From an optimization exercise on the open Yosys and OpenROAD flow, aimed at small area, a short achievable clock period and few clock cycles; shortcuts taken in it are not production practice.
Only simulation tests tie the RTL to the original design; equivalence was not proved.
Power figures rest on the tool's default switching activity, not on a simulated workload.

File: flow/standard.sh
#!/bin/bash
# synth_recipe.tcl (not shown) runs the flow's synth.tcl, then flattens the netlist and writes it again
# the make line also repeats each setting of config.mk as NAME=value (left out here)
make -C /OpenROAD-flow-scripts/flow DESIGN_CONFIG=/design/flow/config.mk WORK_HOME=/design/flow/orfs CLKGATE_MAP_FILE= SYNTH_SCRIPT=/design/flow/synth_recipe.tcl "${@:-finish}"
File: flow/config.mk
export PLATFORM = sky130hd
export DESIGN_NAME = zc_demod
export DESIGN_NICKNAME = zc_demod
export VERILOG_FILES = /design/flow/design.v
export SDC_FILE = /design/flow/constraint.sdc
export NUM_CORES = 4
export LEC_CHECK = 0
export ABC_AREA = 1
export CAP_MARGIN = 20
export CORE_MARGIN = 2
export CORE_UTILIZATION = 40
export CTS_CLUSTER_DIAMETER = 85
export CTS_CLUSTER_SIZE = 27
export PLACE_DENSITY = 0.6
export SLEW_MARGIN = 20
export SYNTH_HIERARCHICAL = 1
File: flow/design.v
module zc_demod (
    input  wire        clk,
    input  wire        rst,
    input  wire        cmd_valid,
    input  wire [31:0] cmd_data,
    output wire        cmd_ready,
    output reg         out_valid,
    output reg  [31:0] out_data,
    output wire [8:0]  status,
    output wire [63:0] sample_count
);
    localparam [16:0] LAST_IDX = 17'd99999;    
    localparam [1:0] FSM_SEARCH = 2'd0, FSM_LOCKED = 2'd1, FSM_CAPT = 2'd2;
    localparam [1:0] S_IDLE = 2'd0, S_HDR = 2'd1, S_DATA = 2'd2, S_END = 2'd3;
    localparam [1:0] PH_START = 2'd0, PH_ALIGN = 2'd1, PH_RUN = 2'd2;
    function automatic [7:0] cat_id(input [2:0] e);
        case (e)
            3'd0: cat_id = 8'h21;  3'd1: cat_id = 8'h12;
            3'd2: cat_id = 8'h07;  3'd3: cat_id = 8'h33;
            3'd4: cat_id = 8'h44;  3'd5: cat_id = 8'h55;
            3'd6: cat_id = 8'h66;  default: cat_id = 8'h77;
        endcase
    endfunction
    function automatic [7:0] cat_flen(input [2:0] e);
        case (e)
            3'd0: cat_flen = 8'd204;  3'd1: cat_flen = 8'd24;
            3'd2: cat_flen = 8'd20;   3'd3: cat_flen = 8'd18;
            3'd4: cat_flen = 8'd40;   3'd5: cat_flen = 8'd64;
            3'd6: cat_flen = 8'd30;   default: cat_flen = 8'd50;
        endcase
    endfunction
    function automatic [7:0] cat_minl(input [2:0] e);
        case (e)
            3'd0: cat_minl = 8'd20;  3'd1: cat_minl = 8'd8;
            3'd2: cat_minl = 8'd3;   3'd3: cat_minl = 8'd4;
            3'd4: cat_minl = 8'd5;   3'd5: cat_minl = 8'd10;
            3'd6: cat_minl = 8'd2;   default: cat_minl = 8'd6;
        endcase
    endfunction
    function automatic cat_msb(input [2:0] e);
        case (e)
            3'd1, 3'd3, 3'd6, 3'd7: cat_msb = 1'b0;
            default:                cat_msb = 1'b1;
        endcase
    endfunction
    function automatic cat_coal_en(input [2:0] e);
        case (e)
            3'd0, 3'd2, 3'd3, 3'd4: cat_coal_en = 1'b1;
            default:                cat_coal_en = 1'b0;
        endcase
    endfunction
    function automatic [7:0] cat_coal(input [2:0] e);
        case (e)
            3'd0, 3'd4: cat_coal = 8'h10;
            default:    cat_coal = 8'h7E;
        endcase
    endfunction
    reg [1:0]  st;
    reg        rdy;              
    reg        ctrl_inv, ctrl_raw, ill, halt;
    reg [2:0]  cause;
    reg [1:0]  fsm;
    reg [16:0] idx;
    reg [1:0]  phase;
    reg        pol;
    reg [16:0] run_start;
    reg [46:0] hist0;
    reg [62:0] hist1;
    reg [38:0] hist2;
    reg [5:0]  fill0, fill1, fill2;    
    reg [4:0]  eff0;
    reg [5:0]  eff1;
    reg [6:0]  eff2;
    reg        cv0, cv1, cv2;
    reg [2:0]  marks0;                 
    reg [2:0]  marks1;                 
    reg [1:0]  marks2;                 
    reg [2:0]  lk_e;
    reg [1:0]  lk_ch;
    reg        lk_inv;
    reg [7:0]  flen;
    reg        a_msb, a_cen, a_c7e;      
    reg        f_full;                   
    reg        f_gt0, f_gt1;             
    reg [7:0]  byte_sr;
    reg [2:0]  bit_cnt;
    reg        dle_pend;
    reg [16:0] fr_start;
    reg [16:0] fr_end1;          
    reg [31:0] ring [0:50];
    reg [5:0]  ptr;              
    reg [7:0]  pbyte;            
    reg        pend;
    reg [5:0]  pend_w;           
    reg [1:0]  pend_l;           
    reg [2:0]  widx;
    reg [5:0]  wj;
    reg [5:0]  lastw;            
    reg        post_lock;
    reg [2:0]  post_e;
    reg [1:0]  post_ch;
    reg        post_inv;
    integer i;
    assign cmd_ready    = rdy;
    assign status       = {ctrl_raw, ctrl_inv, ill, cause, halt, fsm};
    assign sample_count = {47'd0, idx};
    wire ev_reset, ev_ill, ev_pe, ev_start, ev_align, ev_run, ev_smp;
    wire ev_inv, ev_raw, ev_eos, ev_iof, s_pol;
    zc_dec u_dec (
        .cmd_valid(cmd_valid), .cmd_data(cmd_data), .rdy(rdy), .halt(halt),
        .ctrl_inv(ctrl_inv), .phase(phase), .pol(pol),
        .ev_reset(ev_reset), .ev_ill(ev_ill), .ev_pe(ev_pe), .ev_start(ev_start),
        .ev_align(ev_align), .ev_run(ev_run), .ev_smp(ev_smp), .ev_inv(ev_inv),
        .ev_raw(ev_raw), .ev_eos(ev_eos), .ev_iof(ev_iof), .s_pol(s_pol)
    );
    wire [16:0] idx_inc = idx + 17'd1;
    wire        at_last = (idx == LAST_IDX);
    wire hold0, bit0, mk0, hold1, bit1, mk1, hold2, bit2, mk2;
    wire b0, b1, b2;
    wire any_lock, g_inv, cap, emit;
    wire [2:0] g_e;
    wire [1:0] g_ch;
    wire [7:0] sr_new;
    wire byte_done, byte_drop, coal_hit;
    zc_pp u_pp (
        .eff0(eff0), .eff1(eff1), .eff2(eff2), .cv0(cv0), .cv1(cv1), .cv2(cv2),
        .hist0(hist0), .hist1(hist1), .hist2(hist2),
        .fill0(fill0), .fill1(fill1), .fill2(fill2),
        .marks0(marks0), .marks1(marks1), .marks2(marks2),
        .fsm(fsm), .lk_ch(lk_ch), .lk_inv(lk_inv),
        .a_msb(a_msb), .a_cen(a_cen), .a_c7e(a_c7e), .f_full(f_full), .f_gt0(f_gt0), .f_gt1(f_gt1),
        .byte_sr(byte_sr), .bit_cnt(bit_cnt), .dle_pend(dle_pend),
        .hold0(hold0), .bit0(bit0), .mk0(mk0), .hold1(hold1), .bit1(bit1), .mk1(mk1),
        .hold2(hold2), .bit2(bit2), .mk2(mk2), .b0(b0), .b1(b1), .b2(b2),
        .any_lock(any_lock), .g_e(g_e), .g_ch(g_ch), .g_inv(g_inv), .cap(cap), .emit(emit),
        .sr_new(sr_new), .byte_done(byte_done), .byte_drop(byte_drop), .coal_hit(coal_hit)
    );
    wire [7:0]  proto  = lk_inv ? (8'd0 - cat_id(lk_e)) : cat_id(lk_e);
    wire [5:0]  nfull  = flen[7:2];
    wire [5:0]  nwd    = nfull + {5'd0, flen[1:0] != 2'd0};
    wire        ring_wr = pend && (ptr == pend_w);
    wire [31:0] ring_in;
    assign ring_in[7:0]   = (ring_wr && pend_l == 2'd0) ? pbyte : ring[0][7:0];
    assign ring_in[15:8]  = (ring_wr && pend_l == 2'd1) ? pbyte : ring[0][15:8];
    assign ring_in[23:16] = (ring_wr && pend_l == 2'd2) ? pbyte : ring[0][23:16];
    assign ring_in[31:24] = (ring_wr && pend_l == 2'd3) ? pbyte : ring[0][31:24];
    wire        wpart  = (wj == nfull);
    wire [31:0] ring_rd = {wpart                           ? 8'd0 : ring_in[31:24],
                           (wpart && flen[1:0] != 2'd3)    ? 8'd0 : ring_in[23:16],
                           (wpart && !flen[1])             ? 8'd0 : ring_in[15:8],
                           ring_in[7:0]};
    wire [16:0] fr_end = fr_end1 - 17'd1;
    reg [31:0] hdr_word;
    always @* begin
        case (widx)
            3'd0:    hdr_word = {4'h8, 3'b000, ctrl_raw, proto, 8'h00, flen};
            3'd1:    hdr_word = {15'd0, fr_start};
            3'd3:    hdr_word = {15'd0, fr_end};
            default: hdr_word = 32'd0;
        endcase
    end
    wire data_last = (ptr == wj) && (wj == lastw);
    always @(posedge clk) begin
        for (i = 0; i < 50; i = i + 1)
            ring[i] <= ring[i + 1];
        ring[50] <= ring_in;
    end
    task clear_frame;
        begin
            flen     <= 8'd0;
            f_full   <= 1'b0;
            f_gt0    <= 1'b0;
            f_gt1    <= 1'b0;
            bit_cnt  <= 3'd0;
            dle_pend <= 1'b0;
            pend     <= 1'b0;
        end
    endtask
    task do_capture;
        begin
            fr_end1 <= idx;
            fsm     <= FSM_CAPT;
            byte_sr <= sr_new;
            bit_cnt <= bit_cnt + 3'd1;
            if (byte_done) begin
                if (byte_drop) begin
                    dle_pend <= 1'b0;
                end else begin
                    pbyte  <= sr_new;
                    pend   <= 1'b1;
                    pend_w <= flen[7:2];
                    pend_l <= flen[1:0];
                    flen     <= flen + 8'd1;
                    f_full   <= (flen + 8'd2 == cat_flen(lk_e));
                    f_gt0    <= f_gt1;
                    f_gt1    <= (flen + 8'd1 >= cat_minl(lk_e));
                    dle_pend <= coal_hit;
                end
            end
        end
    endtask
    task do_lock(input [2:0] e, input [1:0] k, input inv);
        begin
            clear_frame;
            lk_e     <= e;
            a_msb    <= cat_msb(e);
            a_cen    <= cat_coal_en(e);
            a_c7e    <= (cat_coal(e) == 8'h7E);
            lk_ch    <= k;
            lk_inv   <= inv;
            fsm      <= FSM_LOCKED;
            fr_start <= run_start;
            fr_end1  <= idx;
        end
    endtask
    task do_halt(input [2:0] why);
        begin
            clear_frame;
            fsm       <= FSM_SEARCH;
            phase     <= PH_START;
            cv0       <= 1'b0;
            cv1       <= 1'b0;
            cv2       <= 1'b0;
            halt      <= 1'b1;
            cause     <= why;
            out_valid <= 1'b1;
        end
    endtask
    task reset_all;
        begin
            clear_frame;
            st       <= S_IDLE;
            rdy      <= 1'b1;
            ctrl_inv <= 1'b0;
            ctrl_raw <= 1'b0;
            ill      <= 1'b0;
            halt     <= 1'b0;
            cause    <= 3'd0;
            fsm      <= FSM_SEARCH;
            idx      <= 17'd0;
            phase    <= PH_START;
            fill0    <= 6'd0;
            fill1    <= 6'd0;
            fill2    <= 6'd0;
            cv0      <= 1'b0;
            cv1      <= 1'b0;
            cv2      <= 1'b0;
            marks0   <= 3'd0;
            marks1   <= 3'd0;
            marks2   <= 2'd0;
            ptr      <= 6'd0;
        end
    endtask
    always @(posedge clk) begin
        out_valid <= 1'b0;
        case (st)
            S_IDLE:  out_data <= {4'h9, 26'd0, cmd_data[30] ? {cmd_data[28], 1'b1} : 2'b10};
            S_HDR:   out_data <= hdr_word;
            S_DATA:  out_data <= ring_rd;
            default: out_data <= {4'h9, 25'd0, 3'd2};
        endcase
        ptr       <= (ptr == 6'd50) ? 6'd0 : ptr + 6'd1;
        if (ring_wr) pend <= 1'b0;
        if (rst || ev_reset) begin
            reset_all;
        end else begin
            case (st)
            S_IDLE: begin
                if (ev_ill) ill <= 1'b1;
                if (ev_inv) ctrl_inv <= cmd_data[0];
                if (ev_raw) ctrl_raw <= cmd_data[0];
                if (ev_eos) do_halt(3'd1);
                if (ev_iof) do_halt(3'd3);
                if (ev_start) phase <= PH_ALIGN;
                if (ev_start || ev_smp || ev_pe) pol <= s_pol;
                if (ev_align) begin
                    phase     <= PH_RUN;
                    eff0      <= 5'd1;
                    eff1      <= 6'd1;
                    eff2      <= 7'd1;
                    run_start <= idx;
                end
                if (ev_run) begin
                    if (eff0 != 5'd31) eff0 <= eff0 + 5'd1;
                    if (eff1 != 6'd63) eff1 <= eff1 + 6'd1;
                    if (eff2 != 7'd127) eff2 <= eff2 + 7'd1;
                end
                if (ev_smp) begin
                    idx <= idx_inc;
                    if (at_last) do_halt(3'd2);
                end
                if (ev_pe) begin
                    cv0  <= hold0;
                    eff0 <= hold0 ? eff0 + 5'd1 : 5'd1;
                    if (bit0) begin
                        marks0 <= 3'd0;
                        hist0  <= {hist0[45:0], b0};
                        if (fill0 != 6'd47) fill0 <= fill0 + 6'd1;
                    end
                    if (mk0 && marks0 != 3'd7) marks0 <= marks0 + 3'd1;
                    cv1  <= hold1;
                    eff1 <= hold1 ? eff1 + 6'd1 : 6'd1;
                    if (bit1) begin
                        marks1 <= 3'd0;
                        hist1  <= {hist1[61:0], b1};
                        if (fill1 != 6'd63) fill1 <= fill1 + 6'd1;
                    end
                    if (mk1 && marks1 != 3'd5) marks1 <= marks1 + 3'd1;
                    cv2  <= hold2;
                    eff2 <= hold2 ? eff2 + 7'd1 : 7'd1;
                    if (bit2) begin
                        marks2 <= 2'd0;
                        hist2  <= {hist2[37:0], b2};
                        if (fill2 != 6'd39) fill2 <= fill2 + 6'd1;
                    end
                    if (mk2 && marks2 != 2'd3) marks2 <= marks2 + 2'd1;
                    if (emit) begin
                        if (cap) do_capture;
                        post_lock <= any_lock;
                        post_e    <= g_e;
                        post_ch   <= g_ch;
                        post_inv  <= g_inv;
                        widx      <= 3'd0;
                        st        <= S_HDR;
                        rdy       <= 1'b0;
                    end else begin
                        idx       <= idx_inc;
                        run_start <= idx;
                        if (any_lock)  do_lock(g_e, g_ch, g_inv);
                        else if (cap)  do_capture;
                        if (at_last) do_halt(3'd2);
                    end
                end
            end
            S_HDR: begin
                out_valid <= 1'b1;
                lastw     <= nwd - 6'd1;
                widx      <= widx + 3'd1;
                wj        <= 6'd0;
                if (widx == 3'd4) st <= S_DATA;
            end
            S_DATA: begin
                if (ptr == wj) begin
                    out_valid <= 1'b1;
                    wj        <= wj + 6'd1;
                end
                if (data_last) begin
                    idx       <= idx_inc;
                    run_start <= idx;
                    if (post_lock) begin
                        do_lock(post_e, post_ch, post_inv);
                    end else begin
                        clear_frame;
                        fsm <= FSM_SEARCH;
                    end
                    st  <= at_last ? S_END : S_IDLE;
                    rdy <= !at_last;
                end
            end
            default: begin  
                do_halt(3'd2);
                st  <= S_IDLE;
                rdy <= 1'b1;
            end
            endcase
        end
    end
endmodule
module zc_dec (
    input  wire        cmd_valid,
    input  wire [31:0] cmd_data,
    input  wire        rdy,
    input  wire        halt,
    input  wire        ctrl_inv,
    input  wire [1:0]  phase,
    input  wire        pol,
    output wire        ev_reset,     
    output wire        ev_ill,       
    output wire        ev_pe,        
    output wire        ev_start,     
    output wire        ev_align,     
    output wire        ev_run,       
    output wire        ev_smp,       
    output wire        ev_inv,
    output wire        ev_raw,
    output wire        ev_eos,
    output wire        ev_iof,
    output wire        s_pol
);
    localparam [1:0] PH_START = 2'd0, PH_ALIGN = 2'd1, PH_RUN = 2'd2;
    wire c_nop    = (cmd_data == 32'h0000_0000);
    wire c_sample = (cmd_data[31:16] == 16'h1000);
    wire c_setinv = (cmd_data[31:1] == 31'h1000_0000);
    wire c_setraw = (cmd_data[31:1] == 31'h1800_0000);
    wire c_eos    = (cmd_data == 32'h4000_0000);
    wire c_iofail = (cmd_data == 32'h5000_0000);
    wire c_reset  = (cmd_data == 32'hF000_0000);
    wire c_ill    = !(c_nop | c_sample | c_setinv | c_setraw | c_eos | c_iofail | c_reset);
    wire accept = cmd_valid && rdy;
    wire run    = accept && !halt;
    wire s_zero = (cmd_data[15:0] == 16'd0);
    assign s_pol = ctrl_inv ? (cmd_data[15] | s_zero) : !cmd_data[15];
    wire pe_if1    = (phase == PH_RUN) && !pol;
    wire pe_if0    = (phase == PH_RUN) && pol;
    wire pulse_end = s_pol ? pe_if1 : pe_if0;
    assign ev_reset = accept && c_reset;
    assign ev_ill   = accept && c_ill;
    assign ev_pe    = run && c_sample && pulse_end;
    assign ev_smp   = run && c_sample && !pulse_end;
    assign ev_start = run && c_sample && (phase == PH_START);
    assign ev_align = run && c_sample && (phase == PH_ALIGN) && !pol && s_pol;
    assign ev_run   = run && c_sample && (phase == PH_RUN) && !pulse_end;
    assign ev_inv   = run && c_setinv;
    assign ev_raw   = run && c_setraw;
    assign ev_eos   = run && c_eos;
    assign ev_iof   = run && c_iofail;
endmodule
module zc_pp (
    input  wire [4:0]  eff0,
    input  wire [5:0]  eff1,
    input  wire [6:0]  eff2,
    input  wire        cv0, cv1, cv2,
    input  wire [46:0] hist0,
    input  wire [62:0] hist1,
    input  wire [38:0] hist2,
    input  wire [5:0]  fill0, fill1, fill2,
    input  wire [2:0]  marks0,
    input  wire [2:0]  marks1,
    input  wire [1:0]  marks2,
    input  wire [1:0]  fsm,
    input  wire        a_msb, a_cen, a_c7e,
    input  wire        f_full, f_gt0, f_gt1,
    input  wire [1:0]  lk_ch,
    input  wire        lk_inv,
    input  wire [7:0]  byte_sr,
    input  wire [2:0]  bit_cnt,
    input  wire        dle_pend,
    output wire        hold0, bit0, mk0, hold1, bit1, mk1, hold2, bit2, mk2,
    output wire        b0, b1, b2,
    output wire        any_lock,
    output wire [2:0]  g_e,
    output wire [1:0]  g_ch,
    output wire        g_inv,
    output wire        cap,
    output wire        emit,
    output wire [7:0]  sr_new,
    output wire        byte_done,
    output wire        byte_drop,
    output wire        coal_hit
);
    localparam [1:0] FSM_SEARCH = 2'd0, FSM_LOCKED = 2'd1, FSM_CAPT = 2'd2;
    localparam [47:0] PAT0 = 48'h6969_6969_6910;
    localparam [63:0] PAT1 = 64'hA5F0_3C96_E14B_7D28;
    localparam [31:0] PAT3 = 32'hB34F_0A5C;
    localparam [39:0] PAT5 = 40'hE8_1D4B_2796;
    localparam [39:0] PAT6 = 40'h17_E2B4_D869;
    assign hold0 = (eff0 <= 5'd7);
    assign bit0  = (eff0 >= 5'd8)  && (eff0 <= 5'd12);
    assign mk0   = (eff0 >= 5'd18) && (eff0 <= 5'd22);
    assign hold1 = (eff1 <= 6'd14);
    assign bit1  = (eff1 >= 6'd15) && (eff1 <= 6'd24);
    assign mk1   = (eff1 >= 6'd35) && (eff1 <= 6'd44);
    assign hold2 = (eff2 <= 7'd29);
    assign bit2  = (eff2 >= 7'd30) && (eff2 <= 7'd49);
    assign mk2   = (eff2 >= 7'd70) && (eff2 <= 7'd89);
    assign b0 = !cv0;
    assign b1 = !cv1;
    assign b2 = !cv2;
    wire f0_48 = (fill0 >= 6'd47);
    wire f0_32 = (fill0 >= 6'd31);
    wire f1_64 = (fill1 >= 6'd63);
    wire f2_40 = (fill2 >= 6'd39);
    wire a0n = f0_48 && (hist0[46:0] ==  PAT0[47:1]);
    wire a0i = f0_48 && (hist0[46:0] == ~PAT0[47:1]);
    wire a3n = f0_32 && (hist0[30:0] ==  PAT3[31:1]);
    wire a3i = f0_32 && (hist0[30:0] == ~PAT3[31:1]);
    wire a1n = f1_64 && (hist1[62:0] ==  PAT1[63:1]);
    wire a1i = f1_64 && (hist1[62:0] == ~PAT1[63:1]);
    wire a5n = f2_40 && (hist2[38:0] ==  PAT5[39:1]);
    wire a5i = f2_40 && (hist2[38:0] == ~PAT5[39:1]);
    wire a6n = f2_40 && (hist2[38:0] ==  PAT6[39:1]);
    wire a6i = f2_40 && (hist2[38:0] == ~PAT6[39:1]);
    wire       hit0  = b0 ? (a0i | a3i) : (a0n | a3n);
    wire [2:0] hte0  = b0 ? (a0i ? 3'd0 : 3'd3) : (a0n ? 3'd0 : 3'd3);
    wire       hit1  = b1 ? a1i : a1n;
    wire       hit2  = b2 ? (a6n | a5i) : (a5n | a6i);
    wire [2:0] hte2  = b2 ? (a6n ? 3'd6 : 3'd5) : (a5n ? 3'd5 : 3'd6);
    wire       hti2  = b2 ? !a6n : !a5n;
    wire mh0 = (marks0 == 3'd6);
    wire mh1 = (marks1 == 3'd4);
    wire mh2 = (marks2 == 2'd2);
    wire lock0 = (bit0 && hit0) || (mk0 && mh0);
    wire lock1 = (bit1 && hit1) || (mk1 && mh1);
    wire lock2 = (bit2 && hit2) || (mk2 && mh2);
    wire [2:0] le0 = bit0 ? hte0 : 3'd7;
    wire       li0 = bit0 && b0;
    wire [2:0] le1 = bit1 ? 3'd1 : 3'd4;
    wire       li1 = bit1 && b1;
    wire [2:0] le2 = bit2 ? hte2 : 3'd2;
    wire       li2 = bit2 && hti2;
    assign any_lock = lock0 | lock1 | lock2;
    assign     g_e   = lock2 ? le2 : lock1 ? le1 : le0;
    assign     g_ch  = lock2 ? 2'd2 : lock1 ? 2'd1 : 2'd0;
    assign       g_inv = lock2 ? li2 : lock1 ? li1 : li0;
    wire active = (fsm != FSM_SEARCH);
    wire cap0 = bit0 && !hit0;
    wire cap1 = bit1 && !hit1 && !lock0;
    wire cap2 = bit2 && !hit2 && !lock0 && !lock1;
    assign cap  = active && (lk_ch == 2'd0 ? cap0 : lk_ch == 2'd1 ? cap1 : cap2);
    wire       cb_raw   = (lk_ch == 2'd0) ? b0 : (lk_ch == 2'd1) ? b1 : b2;
    wire       cbit     = cb_raw ^ lk_inv;
    assign     sr_new   = a_msb ? {byte_sr[6:0], cbit} : {cbit, byte_sr[7:1]};
    assign       byte_done = (bit_cnt == 3'd7);
    assign       coal_hit = a_cen && (sr_new == (a_c7e ? 8'h7E : 8'h10));
    assign       byte_drop = coal_hit && dle_pend;
    wire       app      = byte_done && !byte_drop;
    wire       full_if  = f_full;
    wire       gt_min0  = f_gt0;
    wire       gt_min1  = f_gt1;
    wire cap_full = cap && app && full_if;
    wire lock_emit = any_lock &&
                     (cap ? (app ? gt_min1 : gt_min0) : (fsm == FSM_CAPT && gt_min0));
    assign emit = cap_full || lock_emit;
endmodule
File: flow/flow/run.sh
#!/bin/bash
# Standard layout (standard synthesis, floorplan, place, CTS, route), with
# repair_timing asked for more setup slack than the clock period needs, so
# that it shortens the critical paths, and port buffers that it can size.
set -euo pipefail
bash standard.sh finish SETUP_SLACK_MARGIN=10.6 "BUFFER_PORTS_ARGS=-buffer_cell sky130_fd_sc_hd__buf_2" > make_finish.log 2>&1
File: flow/constraint.sdc
create_clock -name core_clock -period 15.0 [get_ports {clk}]
set_input_delay 3.0000 -clock core_clock [delete_from_list [all_inputs] [get_ports {clk}]]
set_output_delay 3.0000 -clock core_clock [all_outputs]
set_load 0.01 [all_outputs]
==> summary.md, run 1 <==
| Metric | Value |
|---|---|
| Final routed wirelength across all metal layers | 86100 um |
| Count of input and output buffers | 94 |
| Count of nets left with antenna violations after detail routing | 0 |
| Sw power | 2120 uW |
| Number of enable-type register cells in the synthesized netlist | 274 |
| Standard cell area after detailed placement | 0.0556 mm^2 |
| Reg2reg start | cv1$_SDFFE_PP0N_ |
| Count of boundary I/O pins | 142 |
| Count of cells along the worst hold path | 0 |
| Vias after detailed routing | 26800 |
| Share of cells above drive strength 1 | 12.7% |
| Length of the first detailed-routing pass in iterations | 6 |
| Number of buffers inserted by hold repair at cts | 0 |
| Most instantiated library cell after synthesis | dfxtp_1 |
| CTS H-Tree Depth | 3 |
| Count of max-cap constraint violations | 0 |
| Final core utilization | 45.9% |
| Buffers from clock root to sink, at most | 3 |
| Startpoint kind of the worst setup timing path | input pin |
| First-pass GRT wire length | 136000 um |
| Area of the multi-input gates | 0.00907 mm^2 |
| Largest net degree at the start of global routing | 48 |
| DRC marker count from the first detailed-route iteration | 1822 |
| Endpoint required time on the critical path | 15400 ps |
| Fill cell total of the finished layout | 11700 |
| Standby leakage power | 0.0241 uW |
| Average wire per standard cell | 14.0 um |
| Final global-route overflow total | 0 |
| Top cells by area, synth | dfxtp_1 66%, edfxtp_1 16%, nand2_1 4.2%, nor2_1 2.6%, inv_1 2.1% |
| Commonest cells in the netlist | 1747 x dfxtp_1, 588 x nand2_1, 364 x nor2_1 |
| Global Route Usage Sum | 12.5% |
| Setup total negative slack | 0 ps |
| Reg-to-reg slack, setup | 11160 ps |
| Setup-failing EPs final | 0 |
| Most instantiated flip-flop cell in the synthesis netlist | dfxtp_1 |
| Final hold slack | 318 ps |
| Design Area, Final | 0.0603 mm^2 |
| Distinct cell type count after synthesis | 62 |
| Mapped Cells | 4089 |
| Setup repair after global routing missed its margin | true |
| Outcome | complete, no violations |
| Portion of synthesized cell area occupied by the leading cell type | 66.0% |
| Core box area | 0.131 mm^2 |
| Final hold vios | 0 |
| Yosys top cell by area | dfxtp_1 |
| Combinational group share of total power | 7.8% |
| Number of antenna violations at the first check in global routing | 5 |
| Clock tree from TritonCTS | built |
| Slew Limit Headroom | 33.2% |
| GPL Wtd Cong | 0.815 |
| Effective utilization at floorplan | 40.3% |
| Sequential cell area | 0.0432 mm^2 |
| Area added between synthesis and finish | 13.8% |
| Die area | 0.135 mm^2 |
| Total of flip-flops plus latches after synthesis | 2021 |
| Synthesized cell area | 0.0530 mm^2 |
| Std cell rows | 133 |
| Number of warnings issued by yosys | 8 |
| Worst-path fanout max | 8 |
| Width of the die | 368 um |
| Async set-reset flop share out of synthesis | 0% |
| Post-DP HPWL | 53500 um |
| Endpoint kind of the worst setup timing path | register |
| Max Clock Freq | 217 MHz |
| Final period util | 30.7% |
| Terminating pin of the worst hold path | ring[26][9]$_DFF_P_ |
| Data arrival time of the critical path | 5000 ps |
| Y dimension of the die | 368 um |
| Vias in the first global route | 25000 |
| Net Sw Frac | 23.4% |
| Crit Path Category | input pin to register |
| Final Max Slew Viols | 0 |
| Clock sink count | 2021 |
| Mean area per synthesized cell | 13.0 um^2 |
| Register-to-Register Path Depth | 21 |
| Clock Power Share | 29.9% |
| Clk_skew | 47.6 ps |
| Hold Crit Start | ring[27][9]$_DFF_P_ |
| Final worst path period need | 4610 ps |
| Pint | 6960 uW |
| Worst-margin pin slew | 996 ps |
| Clock-pin slew reported for the worst setup and hold paths after clock tree synthesis | 100 ps |
| NumNets Final | 4415 |
| Worst VDD drop | 0.103 mV |
| Seq/Total Area, Yosys | 81.5% |
| DRC violations left | 0 |
| Clock Tree Root | clkbuf_16 |
| FF-to-FF End | fr_start[7]$_DFFE_PP_ |
| TritonCTS Buffers | 88 |
| Clock Latency Late Sink | 700 ps |
| Pwr/cell area | 150 mW/mm^2 |
| Sequential group share of total power | 62.2% |
| Via density per instance | 4.36 |
| Worst hold-check path type | register to register |
## flip-flops by register name (all words and copies together) (netlist names), 17 cells and up
register / cells
out_data: 32
fr_start: 17
run_start: 17
fr_end1: 17
hist1: 63
idx: 17
hist2: 39
ring: 1632
hist0: 47
## repair_timing
item	CTS	global route
resized for setup	105	147
endpoints found under the setup margin	380	335
cloned	15	8
pin swaps	29	66
setup buffers	52	37
## cell type report
type                    count  area share (%)
flip-flops and latches   2021            71.6
repair buffers            210            3.40
inverters                 308            2.02
well taps                1755            3.64
multi-input cells        1714            15.0
clock buffers             103            3.85
diodes                      3          0.0124
clock inverters            17           0.415
## per-layer routing
metal,track usage (%),up-vias,wire [um]
met1,18.9,12600,44000
met3,2.16,129,4570
li1,-,13500,-
met4,3.98,0,2080
met2,18.1,547,35500
met5,0,-,0
## stage by stage
step / power, uW / cells / worst slack [ps]
6_report: 9080 / 6131 / 10390
5_1_grt: 9460 / 6128 / 10320
4_1_cts: 9100 / 6083 / 10490
3_5_place_dp: 6350 / 5896 / 8970
3_3_place_gp: 6340 / 5896 / 9030
2_1_floorplan: 6200 / 4135 / 9510
## cell usage in the layout (no fill, tap or decap), types with 22 or more instances in the layout
cell type	Yosys	layout
conb_1	1	47
nand2_2	14	22
dfxtp_1	1747	1729
nand3_1	149	135
nand2_1	588	567
nor2_4	5	33
inv_1	292	277
ha_1	37	37
nor3_1	48	36
clkbuf_16	0	96
nor2_1	364	320
o21ai_0	128	115
nor2_2	11	28
buf_6	7	35
o21ai_1	18	25
buf_2	12	82
edfxtp_1	274	274
nand4_1	41	41
a21oi_1	110	97
buf_4	53	57
## power by group through the flow
stage          Clock [uW]  Combinational (uW)  Sequential, uW
3_5_place_dp            0                 576            5770
6_report             2720                 712            5650
4_1_cts              2830                 631            5650
5_1_grt              3020                 782            5660
3_3_place_gp            0                 564            5770
2_1_floorplan           0                 440            5760
## per-module statistics from Yosys (local to each module, per instance)
module	flip-flops and latches	area, um^2
zc_dec	0	399
zc_demod	2021	50100
zc_pp	0	2490
## logic make-up (layout without fill, tap and decap cells)
group	after synthesis	after routing	synth area share, %
flops	2021	2021	81.5
simple gates	1282	1287	10.4
buf+inv	405	638	3.40
compound gates	318	318	3.37
fa+ha+maj	37	37	0.873
xor+xnor	22	22	0.364
mux	3	3	0.0637
other cells	1	50	0.00707
## how the worst max path moves through the flow
| stage | endpoint | slack (ps) | from | depth (start not counted) |
|---|---|---|---|---|
| final | pend_l[0]$_DFFE_PP_ | 10390 | cmd_data[11] | 16 |
| after global routing | f_gt1$_SDFFE_PP0P_ | 10320 | cmd_data[11] | 23 |
| after CTS | pend_l[0]$_DFFE_PP_ | 10490 | cmd_data[9] | 16 |
| after detailed placement | hist1[35]$_DFFE_PP_ | 8970 | cmd_data[16] | 12 |
| after global placement | hist1[38]$_DFFE_PP_ | 9030 | cmd_data[16] | 12 |
| after floorplan | hist0[0]$_DFFE_PP_ | 9510 | cmd_data[3] | 11 |
## worst max-delay path, cell delays in order
cell	delay, ps
buf_2	120
nor2_4	90
nand2_2	80
nor2_4	110
nand2_4	80
nand2_4	70
nand2_4	60
nand2_4	90
nand3_4	90
nor2_4	140
buf_12	150
buf_12	120
nand2_8	50
nor4_4	240
buf_4	190
and3b_2	320
Testbench counts, summed over its fixed seeds: cycles 390,972.
==> run 2: changes to the inputs <==
--- a/flow/flow/run.sh
+++ b/flow/flow/run.sh
@@ -5,2 +5,2 @@
 set -euo pipefail
-bash standard.sh finish SETUP_SLACK_MARGIN=10.6 "BUFFER_PORTS_ARGS=-buffer_cell sky130_fd_sc_hd__buf_2" > make_finish.log 2>&1
+bash standard.sh finish SETUP_SLACK_MARGIN=10.3 "BUFFER_PORTS_ARGS=-buffer_cell sky130_fd_sc_hd__buf_2" > make_finish.log 2>&1
==> run 2 against run 1 <==
Still clean. Hold slack worse by 4.4 ps. Maximum frequency is 1.9% lower. Register-to-register slack worse by 390 ps. Clock power hardly changed. Clock skew is 3.9 ps lower. Largest power group unchanged.
==> summary.md, run 2 <==
| Metric | Value |
|---|---|
| Design Area, Final | 0.0585 mm^2 (was 0.0603 mm^2) |
| Outcome | complete, no violations (unchanged) |
| Crit Path Category | input pin to register (unchanged) |
| Final routed wirelength across all metal layers | 83100 um (was 86100 um) |
| Commonest cells in the netlist | 1747 x dfxtp_1, 588 x nand2_1, 364 x nor2_1 (unchanged) |
| Xor and xnor fraction of the mapped netlist area | 0.364% (unchanged) |
| Worst VDD drop | 0.0978 mV (was 0.103 mV) |
| Number of buffers inserted by hold repair at cts | 0 (unchanged) |
| Standard cell area after detailed placement | 0.0554 mm^2 (was 0.0556 mm^2) |
| Worst hold-check path type | register to register (unchanged) |
| Distinct cell type count after synthesis | 62 (unchanged) |
| Clock Latency Late Sink | 710 ps (was 700 ps) |
| Worst path depth | 17 (was 16) |
| Length of the first detailed-routing pass in iterations | 6 (unchanged) |
| Critical Path Source | cmd_data[0] (was cmd_data[11]) |
| Cell type group with the largest total delay on the critical path | simple AND/OR/NAND/NOR gates (unchanged) |
| Fraction of the mapped netlist area in simple logic gates | 10.4% (unchanged) |
| Number of enable-type register cells in the synthesized netlist | 274 (unchanged) |
| Final global-route overflow total | 0 (unchanged) |
| Max Clock Freq | 213 MHz (was 217 MHz) |
| Most instantiated library cell after synthesis | dfxtp_1 (unchanged) |
| Y dimension of the die | 368 um (unchanged) |
| Final period util | 31.3% (was 30.7%) |
| Clock tree from TritonCTS | built (unchanged) |
| Reg2reg start | cv1$_SDFFE_PP0N_ (unchanged) |
| Final worst path period need | 4690 ps (was 4610 ps) |
| Final Max Slew Viols | 0 (unchanged) |
| Clk_skew | 43.7 ps (was 47.6 ps) |
| Largest net degree at the start of global routing | 64 (was 48) |
| Setup repair after global routing missed its margin | true (unchanged) |
| Most instantiated flip-flop cell in the synthesis netlist | dfxtp_1 (unchanged) |
| Setup total negative slack | 0 ps (unchanged) |
| Slew Limit Headroom | 33.7% (was 33.2%) |
| Count of nets left with antenna violations after detail routing | 0 (unchanged) |
| Cell with the largest stage delay on the worst path | buf_12 (was and3b_2) |
| Top cells by area, synth | dfxtp_1 66%, edfxtp_1 16%, nand2_1 4.2%, nor2_1 2.6%, inv_1 2.1% (unchanged) |
| Clock Tree Root | clkbuf_16 (unchanged) |
| Reg-to-reg slack, setup | 10770 ps (was 11160 ps) |
| Setup-failing EPs final | 0 (unchanged) |
| Vias after detailed routing | 26200 (was 26800) |
| Die area | 0.135 mm^2 (unchanged) |
| CTS H-Tree Depth | 3 (unchanged) |
| Largest register by flop count | ring (unchanged) |
| First-pass GRT wire length | 132000 um (was 136000 um) |
| Area added between synthesis and finish | 10.4% (was 13.8%) |
| GPL Wtd Cong | 0.837 (was 0.815) |
| Commonest cells after routing, fill and taps aside | 1747 x dfxtp_1, 581 x nand2_1, 348 x nor2_1 (was 1729 x dfxtp_1, 567 x nand2_1, 320 x nor2_1) |
| Final hold vios | 0 (unchanged) |
| Endpoint kind of the worst setup timing path | register (unchanged) |
| Average wire per standard cell | 13.7 um (was 14.0 um) |
| Mapped Cells | 4089 (unchanged) |
| Number of antenna violations at the first check in global routing | 2 (was 5) |
| DRC marker count from the first detailed-route iteration | 1844 (was 1822) |
| Pwr/cell area | 153 mW/mm^2 (was 150 mW/mm^2) |
| Data arrival time of the critical path | 5040 ps (was 5000 ps) |
| Seq/Total Area, Yosys | 81.5% (unchanged) |
| Share of cells above drive strength 1 | 8.42% (was 12.7%) |
| Number of warnings issued by yosys | 8 (unchanged) |
| FF-to-FF End | dle_pend$_SDFFE_PP0P_ (was fr_start[7]$_DFFE_PP_) |
| Portion of synthesized cell area occupied by the leading cell type | 66.0% (unchanged) |
| Most frequent standard cell in the layout excluding fill and tap cells | dfxtp_1 (unchanged) |
| Vias in the first global route | 24700 (was 25000) |
| NumNets Final | 4328 (was 4415) |
| Global Route Usage Sum | 12.1% (was 12.5%) |
| Post-DP HPWL | 53100 um (was 53500 um) |
| Width of the die | 368 um (unchanged) |
| Standby leakage power | 0.0232 uW (was 0.0241 uW) |
| Synthesized cell area | 0.0530 mm^2 (unchanged) |
| Number of buffer and inverter stages on the critical path | 5 (was 4) |
| Largest regs | ring x1632, hist1 x63, hist0 x47 (unchanged) |
| Register-to-Register Path Depth | 23 (was 21) |
| Effective utilization at floorplan | 40.3% (unchanged) |
| Worst-margin pin slew | 994 ps (was 996 ps) |
| Startpoint kind of the worst setup timing path | input pin (unchanged) |
| Clock-pin slew reported for the worst setup and hold paths after clock tree synthesis | 100 ps (about the same) |
| Count of input and output buffers | 94 (unchanged) |
| Combinational family with the most area after synthesis | simple AND/OR/NAND/NOR gates (unchanged) |
| Async set-reset flop share out of synthesis | 0% (unchanged) |
| Crit path top cell by count | nand2_4 (unchanged) |
| Core box area | 0.131 mm^2 (unchanged) |
| Mean area per synthesized cell | 13.0 um^2 (unchanged) |
| Critical Path End | hist1[6]$_DFFE_PP_ (was pend_l[0]$_DFFE_PP_) |
| Worst-path fanout max | 63 (was 8) |
| Adder and majority cell fraction of the synthesized area | 0.873% (unchanged) |
| Count of boundary I/O pins | 142 (unchanged) |
| Std cell rows | 133 (unchanged) |
| Total of flip-flops plus latches after synthesis | 2021 (unchanged) |
| Yosys top cell by area | dfxtp_1 (unchanged) |
| Multiplexer share of the synthesized area | 0.0637% (unchanged) |
| Count of max-cap constraint violations | 0 (unchanged) |
| Buffers from clock root to sink, at most | 3 (unchanged) |
| Clock sink count | 2021 (unchanged) |
| DRC violations left | 0 (unchanged) |
| Series of cell instances along the critical path | buf_2, nor2_2, nand2_1, nor2_2, nand2_4, nand2_4, nand2_4, nand2_4, nand3_4, nor2_4, buf_12, buf_12, nand2_4, inv_1, nand2_2, nor2_4, buf_12 (was buf_2, nor2_4, nand2_2, nor2_4, nand2_4, nand2_4, nand2_4, nand2_4, nand3_4, nor2_4, buf_12, buf_12, nand2_8, nor4_4, buf_4, and3b_2) |
| Endpoint required time on the critical path | 15350 ps (was 15400 ps) |
| Slowest Stage Delay on Critical Path | 290 ps (was 320 ps) |
| TritonCTS Buffers | 87 (was 88) |
| Via density per instance | 4.34 (was 4.36) |
| Complex-gate fraction of the synthesized area | 3.37% (unchanged) |
| Largest register FFs | 1632 (unchanged) |
## run 2: cell counts after synthesis
Identical to the previous run, type by type.
## run 2: cell type report
type	count	area, um^2
antenna	1	2.50
fill	11900	72900
tap	1755	2200
timing repair buffer	126	811
multi-input combinational	1712	8530
clock inverter	15	284
sequential	2021	43200
inverter	308	1180
clock buffer	105	2310
## run 2: what timing repair did
item,4_1_cts,5_1_grt
resized for setup,15,40
endpoints found under the setup margin,318,205
pin swaps,4,17
cloned,1,4
setup buffers,6,15
## run 2: Yosys stat by module, one instance, submodules excluded
module | times used | flip-flops and latches | cells | cell area, um^2
zc_dec | 1 | 0 | 83 | 399
zc_demod | 1 | 2021 | 3448 | 50100
zc_pp | 1 | 0 | 558 | 2490
## run 2: kinds of logic (layout without fill, tap and decap cells)
kind of cell / count (synthesis) / count (layout)
DFF: 2021 / 2021
and+or+nand+nor: 1282 / 1285
buffers and inverters: 405 / 554
AOI/OAI and AO/OA: 318 / 318
adders and majority gates: 37 / 37
xor gates and xnor gates: 22 / 22
muxes: 3 / 3
other: 1 / 48
## run 2: through the flow
| step | std cells | worst slack (ps) | hold WS (ps) | util, % | total power, uW |
|---|---|---|---|---|---|
| after floorplan | 4135 | 9510 | 310 | - | 6190 |
| after global placement | 5896 | 9020 | 310 | 42.2 | 6330 |
| after detailed placement | 5896 | 8940 | 312 | 42.2 | 6340 |
| after CTS | 6023 | 10290 | 312 | 44.2 | 9040 |
| after global routing | 6042 | 10270 | 311 | 44.5 | 9340 |
| final | 6043 | 10310 | 313 | 44.5 | 8960 |
## run 2: how the worst min path moves through the flow
stage	start	end	slack (ps)	depth (start not counted)
global route	ring[46][31]$_DFF_P_	ring[45][31]$_DFF_P_	310	0
detailed placement	ring[1][2]$_DFF_P_	ring[0][2]$_DFF_P_	310	0
CTS	ring[49][28]$_DFF_P_	ring[48][28]$_DFF_P_	310	0
global placement	ring[46][1]$_DFF_P_	ring[45][1]$_DFF_P_	310	0
floorplan	ring[1][0]$_DFF_P_	ring[0][0]$_DFF_P_	310	0
finish	ring[49][5]$_DFF_P_	ring[48][5]$_DFF_P_	310	0
## run 2: power breakdown
| part | switching (uW) | leakage [uW] | internal [uW] | total, uW |
|---|---|---|---|---|
| sequential | 63.0 | 0.0165 | 5590 | 5650 |
| combinational | 436 | 0.00551 | 174 | 611 |
| clock | 1570 | 0.00125 | 1130 | 2700 |
## run 2: routing by layer
metal  track usage, %  vias up  share of wire [%]
met5                0        -                  0
met4             4.27        0                2.7
li1                 -    13300                  -
met2             17.2      560                 41
met3             2.24      128                5.1
met1             18.2    12200                 52
==> run 3: changes to the inputs <==
--- a/flow/flow/run.sh
+++ b/flow/flow/run.sh
@@ -5,2 +5,2 @@
 set -euo pipefail
-bash standard.sh finish SETUP_SLACK_MARGIN=10.3 "BUFFER_PORTS_ARGS=-buffer_cell sky130_fd_sc_hd__buf_2" > make_finish.log 2>&1
+bash standard.sh finish SETUP_SLACK_MARGIN=10.45 "BUFFER_PORTS_ARGS=-buffer_cell sky130_fd_sc_hd__buf_2" > make_finish.log 2>&1
==> run 3 against run 2 <==
Still clean. Non-clock buffer count rose by 15. Sequential share of layout area fell by 0.41 points. Die area did not move. Critical path depth did not move. Flip-flop and latch count did not move. Cell count rose by 0.23%. Routed wire length rose by 0.94%. Count of clock-buffer cells in the layout fell by 6. Critical path type unchanged. Largest cell class unchanged. Largest power group unchanged.
==> summary.md, run 3 <==
| Metric | Value |
|---|---|
| Outcome | complete, no violations (unchanged) |
| Number of buffer and inverter stages on the critical path | 5 (unchanged) |
| Setup repair after global routing missed its margin | true (unchanged) |
| Hold Crit Start | ring[24][3]$_DFF_P_ (was ring[49][5]$_DFF_P_) |
| Most frequent standard cell in the layout excluding fill and tap cells | dfxtp_1 (unchanged) |
| Placed cells | 5895 (was 5896) |
| Endpoint required time on the critical path | 15420 ps (was 15350 ps) |
| Setup-failing EPs final | 0 (unchanged) |
| Endpoint kind of the worst setup timing path | register (unchanged) |
| Number of warnings issued by yosys | 8 (unchanged) |
| Commonest cells after routing, fill and taps aside | 1745 x dfxtp_1, 577 x nand2_1, 335 x nor2_1 (was 1747 x dfxtp_1, 581 x nand2_1, 348 x nor2_1) |
| Post-DP HPWL | 53300 um (was 53100 um) |
| Total of flip-flops plus latches after synthesis | 2021 (unchanged) |
| NumNets Final | 4343 (was 4328) |
| Clock Tree Root | clkbuf_16 (unchanged) |
| Mapped Cells | 4089 (unchanged) |
| Buffers from clock root to sink, at most | 3 (unchanged) |
| Terminating pin of the worst hold path | ring[23][3]$_DFF_P_ (was ring[48][5]$_DFF_P_) |
| Register-to-Register Path Depth | 19 (was 23) |
| Pwr/cell area | 152 mW/mm^2 (was 153 mW/mm^2) |
| Global Route Usage Sum | 12.1% (about the same) |
| Share of cells above drive strength 1 | 9.42% (was 8.42%) |
| DRC violations left | 0 (unchanged) |
| Crit path top cell by count | nand2_2 (was nand2_4) |
| Fill cell total of the finished layout | 11900 (about the same) |
| Final global-route overflow total | 0 (unchanged) |
| Max Clock Freq | 219 MHz (was 213 MHz) |
| Final Max Slew Viols | 0 (unchanged) |
| Fin cells | 6057 (was 6043) |
| Worst-path fanout max | 9 (was 63) |
| Startpoint kind of the worst setup timing path | input pin (unchanged) |
| Final routed wirelength across all metal layers | 83900 um (was 83100 um) |
| GPL Wtd Cong | 0.816 (was 0.837) |
| Worst VDD drop | 0.110 mV (was 0.0978 mV) |
| Most instantiated library cell after synthesis | dfxtp_1 (unchanged) |
| Synthesized cell area | 0.0530 mm^2 (unchanged) |
| Number of enable-type register cells in the synthesized netlist | 274 (unchanged) |
| Y dimension of the die | 368 um (unchanged) |
| Final worst path period need | 4560 ps (was 4690 ps) |
| Commonest cells in the netlist | 1747 x dfxtp_1, 588 x nand2_1, 364 x nor2_1 (unchanged) |
| TritonCTS Buffers | 87 (unchanged) |
| Effective utilization at floorplan | 40.3% (unchanged) |
| Setup total negative slack | 0 ps (unchanged) |
| Std cell rows | 133 (unchanged) |
| Count of nets left with antenna violations after detail routing | 0 (unchanged) |
| Sequential cell area | 0.0432 mm^2 (about the same) |
| Standby leakage power | 0.0234 uW (was 0.0232 uW) |
| Final hold vios | 0 (unchanged) |
| Portion of synthesized cell area occupied by the leading cell type | 66.0% (unchanged) |
| Mean area per synthesized cell | 13.0 um^2 (unchanged) |
| Data arrival time of the critical path | 4980 ps (was 5040 ps) |
| Async set-reset flop share out of synthesis | 0% (unchanged) |
| Clk_skew | 37.7 ps (was 43.7 ps) |
| Clock-pin slew reported for the worst setup and hold paths after clock tree synthesis | 100 ps (about the same) |
| Slowest Stage Delay on Critical Path | 250 ps (was 290 ps) |
| Final hold slack | 326 ps (was 313 ps) |
| Via density per instance | 4.35 (was 4.34) |
| Cell type group with the largest total delay on the critical path | simple AND/OR/NAND/NOR gates (unchanged) |
| Largest register FFs | 1632 (unchanged) |
| CTS H-Tree Depth | 3 (unchanged) |
| Area added between synthesis and finish | 11.0% (was 10.4%) |
| Largest regs | ring x1632, hist1 x63, hist0 x47 (unchanged) |
| Yosys top cell by area | dfxtp_1 (unchanged) |
| Cell with the largest stage delay on the worst path | nor2_4 (was buf_12) |
| Core box area | 0.131 mm^2 (unchanged) |
| Width of the die | 368 um (unchanged) |
| Worst-margin pin slew | 865 ps (was 994 ps) |
| Seq/Total Area, Yosys | 81.5% (unchanged) |
| DRC marker count from the first detailed-route iteration | 1685 (was 1844) |
| Top cells by area, synth | dfxtp_1 66%, edfxtp_1 16%, nand2_1 4.2%, nor2_1 2.6%, inv_1 2.1% (unchanged) |
| Clock sink count | 2021 (unchanged) |
| Reg2reg start | cv1$_SDFFE_PP0N_ (unchanged) |
| Die area | 0.135 mm^2 (unchanged) |
| First-pass GRT wire length | 134000 um (was 132000 um) |
| Crit Path Category | input pin to register (unchanged) |
| Count of boundary I/O pins | 142 (unchanged) |
| Average wire per standard cell | 13.8 um (was 13.7 um) |
| Count of cells along the worst hold path | 0 (unchanged) |
| Vias after detailed routing | 26400 (was 26200) |
| Worst hold-check path type | register to register (unchanged) |
| Distinct cell type count after synthesis | 62 (unchanged) |
| Number of buffers inserted by hold repair at cts | 0 (unchanged) |
| Vias in the first global route | 24900 (was 24700) |
| Count of input and output buffers | 94 (unchanged) |
| Number of antenna violations at the first check in global routing | 6 (was 2) |
| Clock Latency Late Sink | 700 ps (was 710 ps) |
| Clock tree from TritonCTS | built (unchanged) |
| Series of cell instances along the critical path | buf_2, nor2_4, nand2_2, nor2_4, nand2_2, nand2_2, nand2_2, nand2_2, nand3_4, nor2_4, buf_4, nand2_8, inv_1, nand2_2, nor2_4, buf_12, buf_6 (was buf_2, nor2_2, nand2_1, nor2_2, nand2_4, nand2_4, nand2_4, nand2_4, nand3_4, nor2_4, buf_12, buf_12, nand2_4, inv_1, nand2_2, nor2_4, buf_12) |
| Length of the first detailed-routing pass in iterations | 6 (unchanged) |
| Final period util | 30.4% (was 31.3%) |
| Slew Limit Headroom | 42.0% (was 33.7%) |
| Count of max-cap constraint violations | 0 (unchanged) |
| FF-to-FF End | fr_end1[13]$_DFFE_PP_ (was dle_pend$_SDFFE_PP0P_) |
| Reg-to-reg slack, setup | 10940 ps (was 10770 ps) |
| Most instantiated flip-flop cell in the synthesis netlist | dfxtp_1 (unchanged) |
| Largest register by flop count | ring (unchanged) |
| Largest net degree at the start of global routing | 64 (unchanged) |
| Area of the multi-input gates | 0.00866 mm^2 (was 0.00853 mm^2) |
run 3: cell counts after synthesis:
No cell type changed its count.
run 3: kinds of logic after synthesis:
kind of cell	after synthesis	synth area share (%)
AOI/OAI and AO/OA	318	3.37
xor gates and xnor gates	22	0.364
DFF	2021	81.5
buffers and inverters	405	3.40
adders and majority gates	37	0.873
muxes	3	0.0637
other	1	0.00707
and+or+nand+nor	1282	10.4
run 3: layout make-up:
| class | count | area share [%] |
|---|---|---|
| flip-flops and latches | 2021 | 73.4 |
| clock buffers | 99 | 3.81 |
| clock inverters | 18 | 0.451 |
| multi-input cells | 1712 | 14.7 |
| repair buffers | 141 | 1.86 |
| inverters | 308 | 2.00 |
| diodes | 3 | 0.0128 |
| well taps | 1755 | 3.73 |
run 3: how the worst max path moves through the flow:
stage            startpoint              endpoint  slack (ps)  depth (start not counted)
6_report        cmd_data[2]    hist1[5]$_DFFE_PP_       10440                         17
5_1_grt        cmd_data[20]  idx[16]$_SDFFE_PP0P_       10360                         18
4_1_cts        cmd_data[10]   hist1[38]$_DFFE_PP_       10430                         16
3_5_place_dp   cmd_data[15]    pbyte[4]$_DFFE_PP_        8740                         12
3_3_place_gp    cmd_data[0]   pend_w[0]$_DFFE_PP_        8850                         12
2_1_floorplan   cmd_data[3]    hist0[0]$_DFFE_PP_        9510                         11
run 3: repair_timing:
| item | CTS | global route |
|---|---|---|
| pin swaps | 8 | 33 |
| resized for setup | 33 | 54 |
| setup buffers | 11 | 21 |
| gates cloned | 3 | 7 |
| setup endpoints to repair | 334 | 269 |
run 3: modules after synthesis (local to each module, per instance):
module    copies in the design  flops+latches  area, um^2
zc_demod                     1           2021       50100
zc_pp                        1              0        2490
zc_dec                       1              0         399
run 3: report_power, final:
part	leakage, uW	switching [uW]	internal [uW]
logic	0.00566	440	176
registers	0.0165	62.9	5590
clock network	0.00122	1550	1110
total	0.0234	2060	6880
run 3: routing by layer:
metal  global-route usage (%)  routed length [um]
met1                     18.6               43500
met4                     3.09                1780
met5                        0                   0
met3                     2.07                4100
met2                     17.7               34500
run 3: through the flow:
stage / power (uW) / area [um^2] / utilization [%] / setup slack (ps)
final: 8930 / 58800 / 44.8 / 10440
after global routing: 9310 / 58800 / 44.8 / 10360
after CTS: 9020 / 58300 / 44.4 / 10430
after detailed placement: 6350 / 55500 / 42.2 / 8740
after global placement: 6340 / 55500 / 42.2 / 8850
after floorplan: 6190 / 53500 / - / 9510
==> run 4: changes to the inputs <==
--- a/flow/config.mk
+++ b/flow/config.mk
@@ -10,6 +10,6 @@
 export CORE_MARGIN = 2
-export CORE_UTILIZATION = 40
+export CORE_UTILIZATION = 30
 export CTS_CLUSTER_DIAMETER = 85
 export CTS_CLUSTER_SIZE = 27
-export PLACE_DENSITY = 0.6
+export PLACE_DENSITY = 0.5
 export SLEW_MARGIN = 20
==> run 4 against run 3 <==
Cell count rose by 9.8%. Design area rose by 1.2%. First-iteration DRC count fell by 3.4%. Synthesized cell count did not move. Maximum frequency fell by 0.63%. Power rose by 0.41%. Critical path type unchanged. Highest routed layer is now met5.
==> summary.md, run 4 <==
| Metric | Value |
|---|---|
| Final worst path period need | 4590 ps (was 4560 ps) |
| First-pass GRT wire length | 140000 um (was 134000 um) |
| Setup-failing EPs final | 0 (unchanged) |
| Endpoint kind of the worst setup timing path | register (unchanged) |
| Mean area per synthesized cell | 13.0 um^2 (unchanged) |
| Final hold vios | 0 (unchanged) |
| Vias in the first global route | 24800 (was 24900) |
| Via density per instance | 3.94 (was 4.35) |
| Area added between synthesis and finish | 12.4% (was 11.0%) |
| Synthesized cell area | 0.0530 mm^2 (unchanged) |
| Critical Path Source | cmd_data[18] (was cmd_data[2]) |
| Series of cell instances along the critical path | buf_2, nor2_2, nand2_1, nor2_2, nand2_2, nor4_2, nor2_1, nand2_1, nand2_1, nand2_1, o21ai_0, nand2_1, nor2_1 (was buf_2, nor2_4, nand2_2, nor2_4, nand2_2, nand2_2, nand2_2, nand2_2, nand3_4, nor2_4, buf_4, nand2_8, inv_1, nand2_2, nor2_4, buf_12, buf_6) |
| Final global-route overflow total | 0 (unchanged) |
| Largest register FFs | 1632 (unchanged) |
| Slew Limit Headroom | 32.6% (was 42.0%) |
| Count of input and output buffers | 94 (unchanged) |
| Register-to-Register Path Depth | 20 (was 19) |
| Effective utilization at floorplan | 30.1% (was 40.3%) |
| Clock Tree Root | clkbuf_16 (unchanged) |
| Y dimension of the die | 424 um (was 368 um) |
| Mapped Cells | 4089 (unchanged) |
| Cell type group with the largest total delay on the critical path | simple AND/OR/NAND/NOR gates (unchanged) |
| Reg2reg start | cv1$_SDFFE_PP0N_ (unchanged) |
| Global Route Usage Sum | 9.79% (was 12.1%) |
| Share of cells above drive strength 1 | 9.89% (was 9.42%) |
| Final core utilization | 33.9% (was 44.8%) |
| Count of boundary I/O pins | 142 (unchanged) |
| Pwr/cell area | 151 mW/mm^2 (was 152 mW/mm^2) |
| Endpoint required time on the critical path | 15610 ps (was 15420 ps) |
| Top cells by area, synth | dfxtp_1 66%, edfxtp_1 16%, nand2_1 4.2%, nor2_1 2.6%, inv_1 2.1% (unchanged) |
| Commonest cells in the netlist | 1747 x dfxtp_1, 588 x nand2_1, 364 x nor2_1 (unchanged) |
| Standby leakage power | 0.0234 uW (about the same) |
| Total of flip-flops plus latches after synthesis | 2021 (unchanged) |
| Count of cells along the worst hold path | 0 (unchanged) |
| GPL Wtd Cong | 0.805 (was 0.816) |
| Sum of internal, switching and leakage power | 8970 uW (was 8930 uW) |
| Async set-reset flop share out of synthesis | 0% (unchanged) |
| TritonCTS Buffers | 86 (was 87) |
| Most frequent standard cell in the layout excluding fill and tap cells | dfxtp_1 (unchanged) |
| Portion of synthesized cell area occupied by the leading cell type | 66.0% (unchanged) |
| Crit path top cell by count | nand2_1 (was nand2_2) |
| Worst VDD drop | 0.116 mV (was 0.110 mV) |
| Clock Latency Late Sink | 720 ps (was 700 ps) |
| Worst-margin pin slew | 1000 ps (was 865 ps) |
| FF-to-FF End | fr_start[13]$_DFFE_PP_ (was fr_end1[13]$_DFFE_PP_) |
| Worst hold-check path type | register to register (unchanged) |
| Clk_skew | 29.7 ps (was 37.7 ps) |
| Length of the first detailed-routing pass in iterations | 5 (was 6) |
| Number of warnings issued by yosys | 8 (unchanged) |
| Core box area | 0.176 mm^2 (was 0.131 mm^2) |
| Final Max Slew Viols | 0 (unchanged) |
| Die area | 0.180 mm^2 (was 0.135 mm^2) |
| Number of buffer and inverter stages on the critical path | 1 (was 5) |
| Worst-path fanout max | 7 (was 9) |
| Hold Crit Start | ring[15][6]$_DFF_P_ (was ring[24][3]$_DFF_P_) |
| Most instantiated library cell after synthesis | dfxtp_1 (unchanged) |
| Reg-to-reg slack, setup | 11070 ps (was 10940 ps) |
| Crit Path Category | input pin to register (unchanged) |
| Final period util | 30.6% (was 30.4%) |
| Clock sink count | 2021 (unchanged) |
| Slowest Stage Delay on Critical Path | 550 ps (was 250 ps) |
| Yosys top cell by area | dfxtp_1 (unchanged) |
| Largest net degree at the start of global routing | 64 (unchanged) |
| Largest register by flop count | ring (unchanged) |
| Cell with the largest stage delay on the worst path | nor4_2 (was nor2_4) |
| DRC marker count from the first detailed-route iteration | 1628 (was 1685) |
| NumNets Final | 4352 (was 4343) |
| Count of max-cap constraint violations | 0 (unchanged) |
| Clock tree from TritonCTS | built (unchanged) |
| Seq/Total Area, Yosys | 81.5% (unchanged) |
| DRC violations left | 0 (unchanged) |
| Number of enable-type register cells in the synthesized netlist | 274 (unchanged) |
| Setup total negative slack | 0 ps (unchanged) |
| Largest regs | ring x1632, hist1 x63, hist0 x47 (unchanged) |
| Buffers from clock root to sink, at most | 3 (unchanged) |
| Data arrival time of the critical path | 5200 ps (was 4980 ps) |
| Std cell rows | 154 (was 133) |
| Terminating pin of the worst hold path | ring[14][6]$_DFF_P_ (was ring[23][3]$_DFF_P_) |
| Width of the die | 424 um (was 368 um) |
| Count of nets left with antenna violations after detail routing | 0 (unchanged) |
| Final routed wirelength across all metal layers | 90500 um (was 83900 um) |
| Number of antenna violations at the first check in global routing | 1 (was 6) |
| Clock-pin slew reported for the worst setup and hold paths after clock tree synthesis | 100 ps (about the same) |
| Final hold slack | 319 ps (was 326 ps) |
| Startpoint kind of the worst setup timing path | input pin (unchanged) |
| Average wire per standard cell | 13.6 um (was 13.8 um) |
| Post-DP HPWL | 58000 um (was 53300 um) |
| Outcome | complete, no violations (unchanged) |
| Vias after detailed routing | 26200 (was 26400) |
| CTS H-Tree Depth | 3 (unchanged) |
| Max Clock Freq | 218 MHz (was 219 MHz) |
| Most instantiated flip-flop cell in the synthesis netlist | dfxtp_1 (unchanged) |
| Setup repair after global routing missed its margin | true (unchanged) |
| Commonest cells after routing, fill and taps aside | 1725 x dfxtp_1, 577 x nand2_1, 336 x nor2_1 (was 1745 x dfxtp_1, 577 x nand2_1, 335 x nor2_1) |
| Distinct cell type count after synthesis | 62 (unchanged) |
==> run 4: layout make-up <==
| type | instances | area (um^2) |
|---|---|---|
| Antenna cell | 1 | 2.50 |
| Clock buffer | 105 | 2250 |
| Clock inverter | 12 | 214 |
| Fill cell | 17100 | 116000 |
| Inverter | 308 | 1170 |
| Multi-Input combinational cell | 1713 | 8640 |
| Sequential cell | 2021 | 43200 |
| Tap cell | 2340 | 2930 |
| Timing Repair Buffer | 150 | 1130 |
==> run 4: power by group <==
part           switching [uW]  internal [uW]  leakage (uW)  total, uW
registers                69.0           5590        0.0165       5660
logic                     456            182       0.00571        637
clock network            1580           1090       0.00119       2680
==> run 4: Yosys stat by module, one instance, submodules excluded <==
module | cells inside | copies in the design | area [um^2]
zc_demod | 3448 | 1 | 50100
zc_pp | 558 | 1 | 2490
zc_dec | 83 | 1 | 399
==> run 4: what timing repair did <==
item,4_1_cts,5_1_grt
gates resized for setup,45,49
hold buffers,0,0
setup buffers,13,22
pin swaps,8,10
setup endpoints to repair,379,294
gates cloned,2,13
==> run 4: how the worst max path moves through the flow <==
| stage | end | slack [ps] | cells past startpoint |
|---|---|---|---|
| after floorplan | hist0[0]$_DFFE_PP_ | 9510 | 11 |
| after CTS | pend_l[1]$_DFFE_PP_ | 10440 | 15 |
| after global placement | pend_l[0]$_DFFE_PP_ | 8980 | 12 |
| after detailed placement | pend_l[1]$_DFFE_PP_ | 8930 | 12 |
| final | flen[4]$_SDFFE_PP0P_ | 10410 | 13 |
| after global routing | flen[3]$_SDFFE_PP0P_ | 10290 | 13 |
==> run 4: through the flow <==
stage / cell area (um^2) / std cells / setup WS, ps
after detailed placement: 56300 / 6482 / 8930
after global placement: 56300 / 6482 / 8980
after global routing: 59600 / 6649 / 10290
after CTS: 59000 / 6614 / 10440
final: 59600 / 6650 / 10410
after floorplan: 53500 / 4135 / 9510
==> run 4: cells by family (layout without fill, tap and decap cells) <==
family	Yosys count	in the layout	share of synthesized area [%]
adder cells (fa/ha/maj)	37	37	0.873
AO/OA/AOI/OAI	318	318	3.37
multiplexers	3	3	0.0637
flip-flops	2021	2021	81.5
AND/OR/NAND/NOR	1282	1286	10.4
buffers and inverters	405	575	3.40
XOR/XNOR	22	22	0.364
other	1	48	0.00707
==> run 4: routing by layer <==
layer / track usage [%] / up-vias / wire, um
met1: 13.7 / 12300 / 44200
li1: - / 13400 / -
met2: 15.0 / 411 / 39500
met4: 3.26 / 2 / 2760
met5: 0 / - / 11
met3: 2.13 / 147 / 3990
==> run 5: changes to the inputs <==
--- a/flow/config.mk
+++ b/flow/config.mk
@@ -10,6 +10,6 @@
 export CORE_MARGIN = 2
-export CORE_UTILIZATION = 30
+export CORE_UTILIZATION = 50
 export CTS_CLUSTER_DIAMETER = 85
 export CTS_CLUSTER_SIZE = 27
-export PLACE_DENSITY = 0.5
+export PLACE_DENSITY = 0.7
 export SLEW_MARGIN = 20
==> run 5 against run 4 <==
Area after synthesis unchanged. Global-route usage up 5.5 points. Critical endpoint is now pend_l[1]$_DFFE_PP_. Maximum frequency up 0.63%. Design area down 2.2%. Highest routed layer is now met4. Largest cell class unchanged. Non-clock buffer count down 15. Critical path depth up 2.
==> summary.md, run 5 <==
| Metric | Value |
|---|---|
| Endpoint required time on the critical path | 15460 ps (was 15610 ps) |
| Mean area per synthesized cell | 13.0 um^2 (unchanged) |
| Clock tree from TritonCTS | built (unchanged) |
| Final hold vios | 0 (unchanged) |
| Most instantiated library cell after synthesis | dfxtp_1 (unchanged) |
| Worst-path fanout max | 47 (was 7) |
| Average wire per standard cell | 14.8 um (was 13.6 um) |
| Final hold slack | 321 ps (was 319 ps) |
| Most frequent standard cell in the layout excluding fill and tap cells | dfxtp_1 (unchanged) |
| DRC violations left | 0 (unchanged) |
| Most instantiated flip-flop cell in the synthesis netlist | dfxtp_1 (unchanged) |
| Startpoint kind of the worst setup timing path | input pin (unchanged) |
| Commonest cells after routing, fill and taps aside | 1742 x dfxtp_1, 578 x nand2_1, 335 x nor2_1 (was 1725 x dfxtp_1, 577 x nand2_1, 336 x nor2_1) |
| Buffers from clock root to sink, at most | 3 (unchanged) |
| Number of antenna violations at the first check in global routing | 5 (was 1) |
| Global Route Usage Sum | 15.3% (was 9.79%) |
| DRC marker count from the first detailed-route iteration | 1862 (was 1628) |
| Setup total negative slack | 0 ps (unchanged) |
| Slowest Stage Delay on Critical Path | 260 ps (was 550 ps) |
| Final worst path period need | 4560 ps (was 4590 ps) |
| First-pass GRT wire length | 133000 um (was 140000 um) |
| Area added between synthesis and finish | 9.88% (was 12.4%) |
| Y dimension of the die | 330 um (was 424 um) |
| Number of buffers inserted by hold repair at cts | 0 (unchanged) |
| Clock Latency Late Sink | 700 ps (was 720 ps) |
| Die area | 0.109 mm^2 (was 0.180 mm^2) |
| Number of warnings issued by yosys | 8 (unchanged) |
| Yosys top cell by area | dfxtp_1 (unchanged) |
| Length of the first detailed-routing pass in iterations | 6 (was 5) |
| Count of nets left with antenna violations after detail routing | 0 (unchanged) |
| Largest register FFs | 1632 (unchanged) |
| Final routed wirelength across all metal layers | 84200 um (was 90500 um) |
| Max Clock Freq | 219 MHz (was 218 MHz) |
| Cell with the largest stage delay on the worst path | and3b_2 (was nor4_2) |
| Fin cells | 5681 (was 6650) |
| GPL Wtd Cong | 0.853 (was 0.805) |
| Clock Tree Root | clkbuf_16 (unchanged) |
| Width of the die | 330 um (was 424 um) |
| Clock sink count | 2021 (unchanged) |
| Count of max-cap constraint violations | 0 (unchanged) |
| TritonCTS Buffers | 86 (unchanged) |
| Final period util | 30.4% (was 30.6%) |
| Final global-route overflow total | 0 (unchanged) |
| Pwr/cell area | 153 mW/mm^2 (was 151 mW/mm^2) |
| Setup repair after global routing missed its margin | true (unchanged) |
| Distinct cell type count after synthesis | 62 (unchanged) |
| Portion of synthesized cell area occupied by the leading cell type | 66.0% (unchanged) |
| Clock-pin slew reported for the worst setup and hold paths after clock tree synthesis | 110 ps (was 100 ps) |
| Outcome | complete, no violations (unchanged) |
-- run 5: cell counts after synthesis --
No cell type changed its count.
-- run 5: path summary, 6_finish.rpt --
kind | from | slack [ps] | cells after the start | to
max | cmd_data[0] | 10440 | 15 | pend_l[1]$_DFFE_PP_
min | ring[38][14]$_DFF_P_ | 320 | 0 | ring[37][14]$_DFF_P_
max reg2reg | a_msb$_DFFE_PP_ | 10860 | 18 | fr_end1[1]$_DFFE_PP_
min reg2reg | ring[38][14]$_DFF_P_ | 320 | 0 | ring[37][14]$_DFF_P_
-- run 5: worst max-delay path, delay by kind of cell --
family,cells,cell delay [ps]
and+or+nand+nor,8,900
buffers and inverters,7,1080
-- run 5: Yosys stat by module (local to each module, per instance) --
| module | flip-flops and latches | cell area (um^2) |
|---|---|---|
| zc_demod | 2021 | 50100 |
| zc_pp | 0 | 2490 |
| zc_dec | 0 | 399 |
-- run 5: cell families (layout without fill, tap and decap cells) --
kind of cell	count (synthesis)	count (layout)	synth area share (%)
other	1	47	0.00707
adder cells (fa/ha/maj)	37	37	0.873
AO/OA/AOI/OAI	318	318	3.37
AND/OR/NAND/NOR	1282	1285	10.4
multiplexers	3	3	0.0637
XOR/XNOR	22	22	0.364
buffers and inverters	405	557	3.40
flip-flops	2021	2021	81.5
-- run 5: through the flow --
stage	total power (uW)	area (um^2)	setup slack, ps	util [%]
5_1_grt	9270	58200	10370	55.3
3_5_place_dp	6340	55100	8990	52.3
2_1_floorplan	6190	53500	9510	-
6_report	8920	58200	10440	55.3
4_1_cts	8980	57800	10370	54.9
3_3_place_gp	6320	55100	9060	52.3
-- run 5: timing repair --
item,4_1_cts,5_1_grt
gates cloned,3,3
pin swaps,7,24
resized for setup,26,62
hold endpoints to repair,0,0
buffers inserted,12,17
endpoints found under the setup margin,339,267
-- run 5: area by class of cell --
type,instances,area [um^2]
multi-input cells,1712,8680
well taps,1391,1740
flip-flops and latches,2021,43200
clock inverters,13,239
clock buffers,101,2220
repair buffers,135,967
inverters,308,1180
fillers,8345,47000
-- run 5: per-layer routing --
metal | wire [um] | global-route usage, % | up-vias
li1 | - | - | 13300
met1 | 41900 | 23.3 | 12400
met2 | 35500 | 22.3 | 672
met3 | 4530 | 2.58 | 159
met4 | 2230 | 4.71 | 0
met5 | 0 | 0 | -
-- run 5: report_power, final --
part	internal (uW)	switching, uW	total (uW)
clock	1100	1560	2660
sequential	5590	60.9	5650
combinational	175	441	616

Setup slack of run 5, layout unchanged: 10.438 ns with ideal ports, 10.484 ns with driving cells assumed (clock clkbuf_16, inputs buf_2), 9.734 ns with port delays also shifted by the 0.750 ns mid clock arrival.
